This is an optimization exercise on Yosys and OpenROAD, whose aim is small area, a short achievable clock period and few clock cycles, not a production implementation.
Only simulation tests tie the RTL to the original design; equivalence was not proved.

==> inputs of wip/quartz <==
Design hash64_core, start of the top module:
module hash64_core (
    input  wire        clk,
    input  wire        rst,
    input  wire        start,
    input  wire [15:0] base,
    input  wire [15:0] offset,
    input  wire [6:0]  length,
    output wire        busy,
    output reg         done,
    output wire [63:0] digest,
    output reg         mem_req,
    output reg  [15:0] mem_addr,
    input  wire        mem_ack,
    input  wire [63:0] mem_rdata
);
clock: 24.0 ns
lec_check: 0
cap_margin: 20
core_margin: 2
core_utilization: 35
place_density: 0.5
setup_slack_margin: 0.5
slew_margin: 20
standard.sh (not shown) runs the stock make flow with config.mk's settings and CLKGATE_MAP_FILE= SYNTH_SCRIPT=/design/flow/synth_recipe.tcl, a recipe that flattens the netlist after the stock synthesis.
==> flow/flow/run.sh <==
#!/bin/bash
set -euo pipefail
MARGIN=${MARGIN:-16}
sed -E "s/SETUP_SLACK_MARGIN=[^ ]+/SETUP_SLACK_MARGIN=${MARGIN} MAX_REPAIR_ANTENNAS_ITER_DRT=10/" standard.sh > standard_margin.sh
grep -q "SETUP_SLACK_MARGIN=${MARGIN}" standard_margin.sh
bash standard_margin.sh > flow_make.log 2>&1
==> inputs of wip/indigo, as changes to wip/quartz <==
--- a/flow/design.v
+++ b/flow/design.v
@@ -40,12 +40,14 @@
     reg [6:0]  n;            
     reg [10:0] m9lo;         
     reg [31:0] b_one, b_two, b_neg;   
     reg [63:0] R;            
     reg [63:0] P;            
     reg [63:0] UA, VA, UB, VB;
+    wire [63:0] r_d;                  
+    reg  [63:0] ua_d, va_d, ub_d, vb_d;
     assign busy   = busy_r;
     assign digest = P;
     reg        c_fin;        
     reg        c_me;         
     reg        c_xa, c_xb;   
     reg [6:0]  c_y;          
@@ -304,21 +306,30 @@
                 busy_r <= 1'b0;
                 done   <= 1'b1;
             end
         end
     end
     wire [63:0] smp = shiftmix(P);
-    wire [63:0] xop = ({64{c_xa}} & VA) | ({64{c_xb}} & VB)
-                    | ({64{c_y[0]}} & 64'd1)
-                    | ({64{c_y[1]}} & R)
-                    | ({64{c_y[2]}} & rotr(R, 37));
-    wire [63:0] yop = ({64{c_y[3]}} & UA)
-                    | ({64{c_y[4]}} & UB)
-                    | ({64{c_y[5]}} & P)
-                    | ({64{c_y[6]}} & smp);
-    wire [63:0] mop_a = xop ^ yop;
+    wire [6:0]  n_y  = dw[43:37];
+    wire        n_xb = dw[44];
+    wire        n_xa = dw[45];
+    wire [63:0] xpre = ({64{n_xa}} & va_d) | ({64{n_xb}} & vb_d)
+                     | ({64{n_y[0]}} & 64'd1)
+                     | ({64{n_y[1]}} & r_d)
+                     | ({64{n_y[2]}} & rotr(r_d, 37));
+    wire [63:0] ypre = ({64{n_y[3]}} & ua_d) | ({64{n_y[4]}} & ub_d);
+    reg  [63:0] A_pre;
+    reg         c_yp;        
+    always @(posedge clk) begin
+        if (!hold) begin
+            A_pre <= xpre ^ ypre;
+            c_yp  <= n_y[5] | n_y[6];
+        end
+    end
+    wire [63:0] mop_a = A_pre ^ ({64{c_yp}} & P)
+                              ^ {47'd0, {17{c_y[6]}} & P[63:47]};
     wire [63:0] mop_c = {64{c_c1}} & UA;
     wire [63:0] mop_d = ({64{c_c2u}} & UB) | ({64{c_c2v}} & VB);
     wire [63:0] prod;
     hash64_mulacc mul (.a(mop_a), .bo(b_one), .bt(b_two), .bn(b_neg),
                        .c(mop_c), .d(mop_d), .p(prod));
     wire [63:0] sumpr = (c_spu ? UB : P) + R;
@@ -339,49 +350,57 @@
     wire [7:0]  by_b  = R[{nh[2:0], 3'b000} +: 8];
     wire [7:0]  by_c  = R[{nm1[2:0], 3'b000} +: 8];
     wire [63:0] s_y   = {48'd0, by_b, R[7:0]};
     wire [63:0] s_z   = {54'd0, by_c, n[1:0]};
     wire [63:0] s_u   = {29'd0, R[31:0], 3'b000} + {57'd0, n};
     wire [63:0] s_v   = {32'd0, R[{nm4[1:0], 3'b000} +: 32]};
-    always @(posedge clk) begin
-        if (!stall)
-            R <= mem_rdata;
+    assign r_d = stall ? R : mem_rdata;
+    always @(*) begin
+        ua_d = UA; va_d = VA; ub_d = UB; vb_d = VB;
         if (adv) begin
-            if (c_me) P <= prod;
             case (c_ua)
-                3'd1: UA <= u_new;
-                3'd2: UA <= VA ^ smp;
-                3'd3: UA <= smp;
-                3'd4: UA <= s_y;
-                3'd5: UA <= s_u;
-                3'd6: UA <= rot43;
+                3'd1: ua_d = u_new;
+                3'd2: ua_d = VA ^ smp;
+                3'd3: ua_d = smp;
+                3'd4: ua_d = s_y;
+                3'd5: ua_d = s_u;
+                3'd6: ua_d = rot43;
                 default: ;
             endcase
             case (c_va)
-                3'd1: VA <= v_new;
-                3'd2: VA <= smp;
-                3'd3: VA <= P;
-                3'd4: VA <= s_v;
-                3'd5: VA <= s_z;
+                3'd1: va_d = v_new;
+                3'd2: va_d = smp;
+                3'd3: va_d = P;
+                3'd4: va_d = s_v;
+                3'd5: va_d = s_z;
                 default: ;
             endcase
             case (c_ub)
-                3'd1: UB <= u_new;
-                3'd5: UB <= P;
-                3'd6: UB <= rot43;
+                3'd1: ub_d = u_new;
+                3'd5: ub_d = P;
+                3'd6: ub_d = rot43;
                 default: ;
             endcase
             case (c_vb)
-                3'd1: VB <= v_new;
-                3'd2: VB <= rk2;
-                3'd3: VB <= P;
-                3'd6: VB <= rot43;
+                3'd1: vb_d = v_new;
+                3'd2: vb_d = rk2;
+                3'd3: vb_d = P;
+                3'd6: vb_d = rot43;
                 default: ;
             endcase
         end
     end
+    always @(posedge clk) begin
+        R  <= r_d;
+        UA <= ua_d;
+        VA <= va_d;
+        UB <= ub_d;
+        VB <= vb_d;
+        if (adv && c_me)
+            P <= prod;
+    end
 endmodule
 module hash64_mulacc (
     input  wire [63:0] a,
     input  wire [31:0] bo,     
     input  wire [31:0] bt,     
     input  wire [31:0] bn,     
==> flow/config.mk (replaced) <==
export PLATFORM = sky130hd
export DESIGN_NAME = hash64_core
export DESIGN_NICKNAME = hash64_core
export VERILOG_FILES = /design/flow/design.v
export SDC_FILE = /design/flow/constraint.sdc
export NUM_CORES = 4
export LEC_CHECK = 0
export CAP_MARGIN = 35
export CORE_MARGIN = 2
export CORE_UTILIZATION = 35
export PLACE_DENSITY = 0.5
export SETUP_SLACK_MARGIN = 0.5
export SLEW_MARGIN = 35
==> inputs of wip/yarrow, as changes to wip/quartz <==
--- a/flow/design.v
+++ b/flow/design.v
@@ -40,12 +40,14 @@
     reg [6:0]  n;            
     reg [10:0] m9lo;         
     reg [31:0] b_one, b_two, b_neg;   
     reg [63:0] R;            
     reg [63:0] P;            
     reg [63:0] UA, VA, UB, VB;
+    wire [63:0] r_d;                  
+    reg  [63:0] ua_d, va_d, ub_d, vb_d;
     assign busy   = busy_r;
     assign digest = P;
     reg        c_fin;        
     reg        c_me;         
     reg        c_xa, c_xb;   
     reg [6:0]  c_y;          
@@ -304,21 +306,30 @@
                 busy_r <= 1'b0;
                 done   <= 1'b1;
             end
         end
     end
     wire [63:0] smp = shiftmix(P);
-    wire [63:0] xop = ({64{c_xa}} & VA) | ({64{c_xb}} & VB)
-                    | ({64{c_y[0]}} & 64'd1)
-                    | ({64{c_y[1]}} & R)
-                    | ({64{c_y[2]}} & rotr(R, 37));
-    wire [63:0] yop = ({64{c_y[3]}} & UA)
-                    | ({64{c_y[4]}} & UB)
-                    | ({64{c_y[5]}} & P)
-                    | ({64{c_y[6]}} & smp);
-    wire [63:0] mop_a = xop ^ yop;
+    wire [6:0]  n_y  = dw[43:37];
+    wire        n_xb = dw[44];
+    wire        n_xa = dw[45];
+    wire [63:0] xpre = ({64{n_xa}} & va_d) | ({64{n_xb}} & vb_d)
+                     | ({64{n_y[0]}} & 64'd1)
+                     | ({64{n_y[1]}} & r_d)
+                     | ({64{n_y[2]}} & rotr(r_d, 37));
+    wire [63:0] ypre = ({64{n_y[3]}} & ua_d) | ({64{n_y[4]}} & ub_d);
+    reg  [63:0] A_pre;
+    reg         c_yp;        
+    always @(posedge clk) begin
+        if (!hold) begin
+            A_pre <= xpre ^ ypre;
+            c_yp  <= n_y[5] | n_y[6];
+        end
+    end
+    wire [63:0] mop_a = A_pre ^ ({64{c_yp}} & P)
+                              ^ {47'd0, {17{c_y[6]}} & P[63:47]};
     wire [63:0] mop_c = {64{c_c1}} & UA;
     wire [63:0] mop_d = ({64{c_c2u}} & UB) | ({64{c_c2v}} & VB);
     wire [63:0] prod;
     hash64_mulacc mul (.a(mop_a), .bo(b_one), .bt(b_two), .bn(b_neg),
                        .c(mop_c), .d(mop_d), .p(prod));
     wire [63:0] sumpr = (c_spu ? UB : P) + R;
@@ -339,49 +350,57 @@
     wire [7:0]  by_b  = R[{nh[2:0], 3'b000} +: 8];
     wire [7:0]  by_c  = R[{nm1[2:0], 3'b000} +: 8];
     wire [63:0] s_y   = {48'd0, by_b, R[7:0]};
     wire [63:0] s_z   = {54'd0, by_c, n[1:0]};
     wire [63:0] s_u   = {29'd0, R[31:0], 3'b000} + {57'd0, n};
     wire [63:0] s_v   = {32'd0, R[{nm4[1:0], 3'b000} +: 32]};
-    always @(posedge clk) begin
-        if (!stall)
-            R <= mem_rdata;
+    assign r_d = stall ? R : mem_rdata;
+    always @(*) begin
+        ua_d = UA; va_d = VA; ub_d = UB; vb_d = VB;
         if (adv) begin
-            if (c_me) P <= prod;
             case (c_ua)
-                3'd1: UA <= u_new;
-                3'd2: UA <= VA ^ smp;
-                3'd3: UA <= smp;
-                3'd4: UA <= s_y;
-                3'd5: UA <= s_u;
-                3'd6: UA <= rot43;
+                3'd1: ua_d = u_new;
+                3'd2: ua_d = VA ^ smp;
+                3'd3: ua_d = smp;
+                3'd4: ua_d = s_y;
+                3'd5: ua_d = s_u;
+                3'd6: ua_d = rot43;
                 default: ;
             endcase
             case (c_va)
-                3'd1: VA <= v_new;
-                3'd2: VA <= smp;
-                3'd3: VA <= P;
-                3'd4: VA <= s_v;
-                3'd5: VA <= s_z;
+                3'd1: va_d = v_new;
+                3'd2: va_d = smp;
+                3'd3: va_d = P;
+                3'd4: va_d = s_v;
+                3'd5: va_d = s_z;
                 default: ;
             endcase
             case (c_ub)
-                3'd1: UB <= u_new;
-                3'd5: UB <= P;
-                3'd6: UB <= rot43;
+                3'd1: ub_d = u_new;
+                3'd5: ub_d = P;
+                3'd6: ub_d = rot43;
                 default: ;
             endcase
             case (c_vb)
-                3'd1: VB <= v_new;
-                3'd2: VB <= rk2;
-                3'd3: VB <= P;
-                3'd6: VB <= rot43;
+                3'd1: vb_d = v_new;
+                3'd2: vb_d = rk2;
+                3'd3: vb_d = P;
+                3'd6: vb_d = rot43;
                 default: ;
             endcase
         end
     end
+    always @(posedge clk) begin
+        R  <= r_d;
+        UA <= ua_d;
+        VA <= va_d;
+        UB <= ub_d;
+        VB <= vb_d;
+        if (adv && c_me)
+            P <= prod;
+    end
 endmodule
 module hash64_mulacc (
     input  wire [63:0] a,
     input  wire [31:0] bo,     
     input  wire [31:0] bt,     
     input  wire [31:0] bn,     
==> flow/config.mk (replaced) <==
export PLATFORM = sky130hd
export DESIGN_NAME = hash64_core
export DESIGN_NICKNAME = hash64_core
export VERILOG_FILES = /design/flow/design.v
export SDC_FILE = /design/flow/constraint.sdc
export NUM_CORES = 4
export LEC_CHECK = 0
export CAP_MARGIN = 20
export CORE_MARGIN = 2
export CORE_UTILIZATION = 38
export PLACE_DENSITY = 0.6
export SETUP_SLACK_MARGIN = 0.5
export SLEW_MARGIN = 20
==> inputs of wip/zinc, as changes to wip/quartz <==
--- a/flow/design.v
+++ b/flow/design.v
@@ -40,12 +40,14 @@
     reg [6:0]  n;            
     reg [10:0] m9lo;         
     reg [31:0] b_one, b_two, b_neg;   
     reg [63:0] R;            
     reg [63:0] P;            
     reg [63:0] UA, VA, UB, VB;
+    wire [63:0] r_d;                  
+    reg  [63:0] ua_d, va_d, ub_d, vb_d;
     assign busy   = busy_r;
     assign digest = P;
     reg        c_fin;        
     reg        c_me;         
     reg        c_xa, c_xb;   
     reg [6:0]  c_y;          
@@ -304,21 +306,30 @@
                 busy_r <= 1'b0;
                 done   <= 1'b1;
             end
         end
     end
     wire [63:0] smp = shiftmix(P);
-    wire [63:0] xop = ({64{c_xa}} & VA) | ({64{c_xb}} & VB)
-                    | ({64{c_y[0]}} & 64'd1)
-                    | ({64{c_y[1]}} & R)
-                    | ({64{c_y[2]}} & rotr(R, 37));
-    wire [63:0] yop = ({64{c_y[3]}} & UA)
-                    | ({64{c_y[4]}} & UB)
-                    | ({64{c_y[5]}} & P)
-                    | ({64{c_y[6]}} & smp);
-    wire [63:0] mop_a = xop ^ yop;
+    wire [6:0]  n_y  = dw[43:37];
+    wire        n_xb = dw[44];
+    wire        n_xa = dw[45];
+    wire [63:0] xpre = ({64{n_xa}} & va_d) | ({64{n_xb}} & vb_d)
+                     | ({64{n_y[0]}} & 64'd1)
+                     | ({64{n_y[1]}} & r_d)
+                     | ({64{n_y[2]}} & rotr(r_d, 37));
+    wire [63:0] ypre = ({64{n_y[3]}} & ua_d) | ({64{n_y[4]}} & ub_d);
+    reg  [63:0] A_pre;
+    reg         c_yp;        
+    always @(posedge clk) begin
+        if (!hold) begin
+            A_pre <= xpre ^ ypre;
+            c_yp  <= n_y[5] | n_y[6];
+        end
+    end
+    wire [63:0] mop_a = A_pre ^ ({64{c_yp}} & P)
+                              ^ {47'd0, {17{c_y[6]}} & P[63:47]};
     wire [63:0] mop_c = {64{c_c1}} & UA;
     wire [63:0] mop_d = ({64{c_c2u}} & UB) | ({64{c_c2v}} & VB);
     wire [63:0] prod;
     hash64_mulacc mul (.a(mop_a), .bo(b_one), .bt(b_two), .bn(b_neg),
                        .c(mop_c), .d(mop_d), .p(prod));
     wire [63:0] sumpr = (c_spu ? UB : P) + R;
@@ -339,49 +350,57 @@
     wire [7:0]  by_b  = R[{nh[2:0], 3'b000} +: 8];
     wire [7:0]  by_c  = R[{nm1[2:0], 3'b000} +: 8];
     wire [63:0] s_y   = {48'd0, by_b, R[7:0]};
     wire [63:0] s_z   = {54'd0, by_c, n[1:0]};
     wire [63:0] s_u   = {29'd0, R[31:0], 3'b000} + {57'd0, n};
     wire [63:0] s_v   = {32'd0, R[{nm4[1:0], 3'b000} +: 32]};
-    always @(posedge clk) begin
-        if (!stall)
-            R <= mem_rdata;
+    assign r_d = stall ? R : mem_rdata;
+    always @(*) begin
+        ua_d = UA; va_d = VA; ub_d = UB; vb_d = VB;
         if (adv) begin
-            if (c_me) P <= prod;
             case (c_ua)
-                3'd1: UA <= u_new;
-                3'd2: UA <= VA ^ smp;
-                3'd3: UA <= smp;
-                3'd4: UA <= s_y;
-                3'd5: UA <= s_u;
-                3'd6: UA <= rot43;
+                3'd1: ua_d = u_new;
+                3'd2: ua_d = VA ^ smp;
+                3'd3: ua_d = smp;
+                3'd4: ua_d = s_y;
+                3'd5: ua_d = s_u;
+                3'd6: ua_d = rot43;
                 default: ;
             endcase
             case (c_va)
-                3'd1: VA <= v_new;
-                3'd2: VA <= smp;
-                3'd3: VA <= P;
-                3'd4: VA <= s_v;
-                3'd5: VA <= s_z;
+                3'd1: va_d = v_new;
+                3'd2: va_d = smp;
+                3'd3: va_d = P;
+                3'd4: va_d = s_v;
+                3'd5: va_d = s_z;
                 default: ;
             endcase
             case (c_ub)
-                3'd1: UB <= u_new;
-                3'd5: UB <= P;
-                3'd6: UB <= rot43;
+                3'd1: ub_d = u_new;
+                3'd5: ub_d = P;
+                3'd6: ub_d = rot43;
                 default: ;
             endcase
             case (c_vb)
-                3'd1: VB <= v_new;
-                3'd2: VB <= rk2;
-                3'd3: VB <= P;
-                3'd6: VB <= rot43;
+                3'd1: vb_d = v_new;
+                3'd2: vb_d = rk2;
+                3'd3: vb_d = P;
+                3'd6: vb_d = rot43;
                 default: ;
             endcase
         end
     end
+    always @(posedge clk) begin
+        R  <= r_d;
+        UA <= ua_d;
+        VA <= va_d;
+        UB <= ub_d;
+        VB <= vb_d;
+        if (adv && c_me)
+            P <= prod;
+    end
 endmodule
 module hash64_mulacc (
     input  wire [63:0] a,
     input  wire [31:0] bo,     
     input  wire [31:0] bt,     
     input  wire [31:0] bn,     
==> comparison table <==
| quantity | wip/yarrow | wip/indigo | wip/zinc | wip/quartz |
|---|---|---|---|---|
| Status | failed layout checks | timing/DRC/antenna clean | failed layout checks | timing/DRC/antenna clean |
| Reasons for failing layout checks | capacitance limit, slew limit | - | capacitance limit, slew limit | - |
| Setup slack of the most critical reg-to-reg path | 15830 ps | 15530 ps | 15660 ps | 15020 ps |
| Maximum capacitance violations | 1 | 0 | 1 | 0 |
| Multi-input logic portion of the cell area | 0.690 | 0.685 | 0.687 | 0.679 |
| Initial standard-cell utilization of the core | 0.381 | 0.353 | 0.353 | 0.351 |
| Initial antenna violation count | 83 | 84 | 103 | 106 |
| Detail-routed via count per cell | 7.09 | 6.90 | 6.88 | 6.97 |
| Fraction of synthesized cell area taken by the top area cell type | 0.217 | 0.217 | 0.217 | 0.224 |
| Fill cell instance count of the final layout | 26408 | 28856 | 28955 | 28350 |
| Critical path data arrival time | 9080 ps | 9080 ps | 8950 ps | 9510 ps |
| Slowest-stage cell, CP | mux2i_1 | nor2_2 | fa_1 | o211ai_1 |
| DR iter-0 viols | 22439 | 18215 | 18307 | 18873 |
| Number of pins with negative max-slew slack in the final report | 2 | 0 | 2 | 0 |
| Met3 Use GR | 0.246 | 0.181 | 0.177 | 0.196 |
| Clock Pin Slew Worst Setup and Hold Paths | 70 ps | 80 ps | 60 ps | 60 ps |
| Number of synthesized register bits | 565 | 565 | 565 | 508 |
| Syn avg cell area | 8.15 µm² | 8.15 µm² | 8.15 µm² | 8.41 µm² |
| Final Critical Period | 8620 ps | 8470 ps | 8340 ps | 8980 ps |
| M1 wire length | 232000 µm | 270000 µm | 269000 µm | 260000 µm |
| Hold Worst Slack | 493 ps | 473 ps | 487 ps | 496 ps |
| DP Area | 108000 µm² | 109000 µm² | 109000 µm² | 106000 µm² |
| Share of cell area taken by muxes after synthesis | 0.0514 | 0.0514 | 0.0514 | 0.0477 |
| Die area | 269000 µm² | 292000 µm² | 292000 µm² | 284000 µm² |
Testbench counts of wip/quartz, summed over its fixed seeds: cycles 18,038.
Testbench counts of wip/indigo, summed over its fixed seeds: cycles 18,038.
Testbench counts of wip/yarrow, summed over its fixed seeds: cycles 18,038.
Testbench counts of wip/zinc, summed over its fixed seeds: cycles 18,038.

[afterwards: timing with drivers on the ports]
In the flow no input, the clock included, has a driving cell. The finished layouts below were timed again as built, in two steps. Step 1 assumes that a clkbuf_16 drives the clock port and a buf_2 every other input. Step 2, shift: input delay + t, output delay - t, t = (earliest + latest rising clock arrival at the registers) / 2. This alone moves slack from input paths to output paths. Three values: ideal, step 1, step 2; two values: the first two.
| run | t (ns) | slack for setup (ns) | hold slack, ns | worst setup path after step 2 | slew at the worst register clock pin (ns) |
|---|---|---|---|---|---|
| wip/quartz | 0.968 | 15.015 / 15.015 / 15.015 | 0.496 / 0.496 / 0.496 | register to register | 0.07 / 0.07 |
| wip/indigo | 0.981 | 15.530 / 15.530 / 14.878 | 0.473 / 0.473 / 0.473 | input to register | 0.08 / 0.08 |
| wip/yarrow | 0.893 | 15.381 / 15.467 / 14.574 | 0.493 / 0.493 / 0.493 | input to register | 0.09 / 0.09 |
| wip/zinc | 0.984 | 15.661 / 15.661 / 14.844 | 0.487 / 0.487 / 0.487 | input to register | 0.07 / 0.07 |
For wip/zinc, which loses most, drivers alone change the setup slack by 0.000 ns; drivers and shift together by -0.817 ns.
